This is an optimization exercise on Yosys and OpenROAD, whose aim is small area, a short achievable clock period and few clock cycles, not a production implementation. Only simulation tests tie the RTL to the original design; equivalence was not proved. No activity file was given, so power comes from the tool's default toggle rates.

// gsm7_codec
module gsm7_codec (
    input  wire        clk,
    input  wire        rst,
    input  wire        cmd_valid,
    output wire        cmd_ready,
    input  wire        cmd_dec,       
    input  wire [2:0]  cmd_pad,       
    input  wire [8:0]  cmd_len,       
    input  wire        in_valid,
    output wire        in_ready,
    input  wire [15:0] in_data,
    output reg         out_valid,
    output wire [15:0] out_data,
    output reg         done,
    output wire        done_err,
    output wire [8:0]  done_pos,
    output wire        done_escp
);
export LEC_CHECK = 0
export ABC_CLOCK_PERIOD_IN_PS = 3000
export CAP_MARGIN = 20
export CORE_MARGIN = 5
export CORE_UTILIZATION = 25
export SETUP_SLACK_MARGIN = 5
export SLEW_MARGIN = 20
create_clock -name core_clock -period 8.0 [get_ports {clk}]
run.sh (not shown) runs the stock make flow with config.mk's settings and CLKGATE_MAP_FILE= SYNTH_SCRIPT=/design/flow/synth_recipe.tcl, a recipe that flattens the netlist after the stock synthesis.
Testbench counts at the start, summed over its fixed seeds: cycles 16,021.
Edit:
--- a/flow/config.mk
+++ b/flow/config.mk
@@ -10,4 +10,5 @@
 export CORE_MARGIN = 5
 export CORE_UTILIZATION = 25
+export CTS_BUF_LIST = sky130_fd_sc_hd__clkbuf_2 sky130_fd_sc_hd__clkbuf_4 sky130_fd_sc_hd__clkbuf_8
 export SETUP_SLACK_MARGIN = 5
 export SLEW_MARGIN = 20
Outcome: Clock skew hardly moves; non-clock buffer count is higher by 7; global-route usage is lower by 0.12 points; count of clock-buffer cells in the layout is unchanged; area after synthesis is unchanged; via count rises by 1.2%.

* * *

== maple ==
Another version of the RTL of gsm7_codec (not shown whole).
For scale: about 950 cells after synthesis, ~69 flip-flops, roughly 64 I/O pins, roughly 6000 um^2 of cells after synthesis.
export LEC_CHECK = 0
export ABC_AREA = 1
export CAP_MARGIN = 20
export CORE_MARGIN = 5
export CORE_UTILIZATION = 25
export CTS_BUF_LIST = sky130_fd_sc_hd__clkbuf_4 sky130_fd_sc_hd__clkbuf_8
export CTS_CLUSTER_SIZE = 30
export SETUP_SLACK_MARGIN = 5
export SLEW_MARGIN = 20
create_clock -name core_clock -period 8.0 [get_ports {clk}]
standard.sh (not shown) runs the stock make flow with config.mk's settings and CLKGATE_MAP_FILE= SYNTH_SCRIPT=/design/flow/synth_recipe.tcl, a recipe that flattens the netlist after the stock synthesis.
==> flow/flow/run.sh <==
#!/bin/bash
# Own flow: the standard flow, with the port buffers made from the
# smallest buffer cell instead of the default choice.
set -euo pipefail
# the standard synthesis, unchanged
bash standard.sh synth > synth.log 2>&1
# the rest of the standard flow
bash standard.sh 'BUFFER_PORTS_ARGS=-buffer_cell sky130_fd_sc_hd__buf_1' finish > layout.log 2>&1
Having completed the whole flow, maple delivered a layout that passed the timing, DRC and antenna checks.
Testbench counts of maple, summed over its fixed seeds: cycles 15,854.
Edits applied to the flow inputs when going from maple to lagoon:
- a change of CORE_UTILIZATION from 25 to 45
- a deleted ABC_AREA that had been 1
- an added PLACE_DENSITY of 0.7
- an added ABC_CLOCK_PERIOD_IN_PS of 3000
==> run notes <==
lagoon ended with every stage complete and zero timing, DRC or antenna violations.
Looking at dominant combinational cell family by area after synthesis, the compound AO/OA/AOI/OAI gates result is from lagoon; the simple AND/OR/NAND/NOR gates one comes from maple.
Utilization maple -> lagoon: up
Against maple as the reference, lagoon delivers a lower total power after layout.
For final routed wire length divided by cell count, dividing the value from maple by the value from lagoon gives 0.75.
The area added between synthesis and finish of lagoon is lower than that of maple.
From maple to lagoon the numbers moved as follows: net switching power figure saw a decrease, cell area moved up, critical path depth moved down, fraction of area in clock buffers and inverters rose 0.64 points.

* * *

== run 1 ==
Another version of the RTL of gsm7_codec (not shown whole).
Size: roughly 69 flip-flops, ~64 I/O pins, about 5800 sq um of cells after synthesis.
clock: 8.0 ns
lec_check: 0
abc_area: 1
abc_clock_period_in_ps: 3000
cap_margin: 20
core_margin: 5
core_utilization: 25
cts_buf_list: sky130_fd_sc_hd__clkbuf_16
cts_cluster_diameter: 500
cts_cluster_size: 100
setup_slack_margin: 5
slew_margin: 20
Scripts as last shown in full above: flow/flow/run.sh
Testbench counts of run 1, summed over its fixed seeds: cycles 15,854.
## Diff of input files: run 2 against run 1
- clearing CTS_CLUSTER_DIAMETER, which used to be 500
- swapping 100 for 30 in CTS_CLUSTER_SIZE
- swapping sky130_fd_sc_hd__clkbuf_16 for sky130_fd_sc_hd__clkbuf_2 sky130_fd_sc_hd__clkbuf_4 in CTS_BUF_LIST
## What came out
Across run 2 and run 1, the outcome is the same: a clean finish for every run. Delta (run 2 minus run 1): proportion of power drawn by combinational gates increased by 4.9 points relative to the old numbers, wire length of the first global-routing pass now sits lower, overall power of the completed layout lower, worst setup slack has decreased. Compared to run 1, run 2 has register share of the cell area 0.37 points higher. Compared with run 1, combinational power in run 2 increased slightly.
#### Input delta (run 3 over run 2)
- CTS_BUF_LIST changed from sky130_fd_sc_hd__clkbuf_2 sky130_fd_sc_hd__clkbuf_4 to sky130_fd_sc_hd__clkbuf_4 sky130_fd_sc_hd__clkbuf_8
Run 3 closes out successfully: all stages finished, all timing, DRC and antenna checks passed.
[run 3 vs run 2] transition time at the pin with the least slew margin: lower in run 3
Run 3 against run 2: global-route wire length before repair roughly the same; number of vias in the routed layout shows an increase of about 1.3%.
Input changes introduced in run 4 (baseline for comparison: run 3):
- TNS_END_PERCENT now 20, previously not set
[summary]
Run 4 gives less post-route cell area than run 3 did. Relative to run 3, the logic depth of the worst register-to-register path of run 4 is lower by 7. There was hardly any difference in fraction of area in non-clock buffers between run 3 and run 4. The critical path depth of run 4 exceeds that of run 3 by 4. Static leakage power went down slightly going from run 3 to run 4. On number of gates given a new drive strength after cts, the higher figure sits with run 3, not run 4. Count of clock-buffer cells in the layout: run 4 vs run 3 identical. Fraction of standard cell area in multi-input logic across run 4 and run 3: no real change. Run 4 and run 3 ended up with roughly the same total power.

==> afterwards: timing with drivers on the ports <==
The flow's constraints put no driver on any port. The routed layouts listed below were extracted and timed again, unchanged, in two steps. Step 1 (the two cells are an assumption about what drives the block):
set clk [get_ports {clk}]
set_driving_cell -lib_cell sky130_fd_sc_hd__clkbuf_16 $clk
set_driving_cell -lib_cell sky130_fd_sc_hd__buf_2 [delete_from_list [all_inputs] $clk]
Step 2, shift: input delay + t, output delay - t, t = (earliest + latest rising clock arrival at the registers) / 2. This alone moves slack from input paths to output paths. Three values: no drivers, after step 1, after step 2; two values: the first two.
| run | t, ns | setup slack, ns | worst setup path at the end | worst data-port slew with drivers (ns) |
|---|---|---|---|---|
| the first run of note 1 | 0.381 | 4.978 / 4.978 / 4.636 | input to register | 0.04 |
| the second run of note 1 | 0.393 | 4.985 / 4.985 / 4.633 | input to register | 0.04 |
| maple | 0.403 | 5.165 / 5.165 / 4.835 | input to register | 0.03 |
| lagoon | 0.406 | 5.030 / 5.030 / 4.879 | input to register | 0.04 |
| run 1 | 0.374 | 5.164 / 5.178 / 4.804 | input to register | 0.03 |
| run 2 | 0.463 | 5.155 / 5.148 / 4.698 | input to register | 0.03 |
| run 3 | 0.388 | 5.187 / 5.192 / 4.808 | input to register | 0.03 |
| run 4 | 0.391 | 5.026 / 5.026 / 4.703 | input to register | 0.03 |
After both steps every run listed still meets setup and hold. For run 2, which loses most, drivers alone change the setup slack by -0.007 ns; drivers and shift together by -0.457 ns.
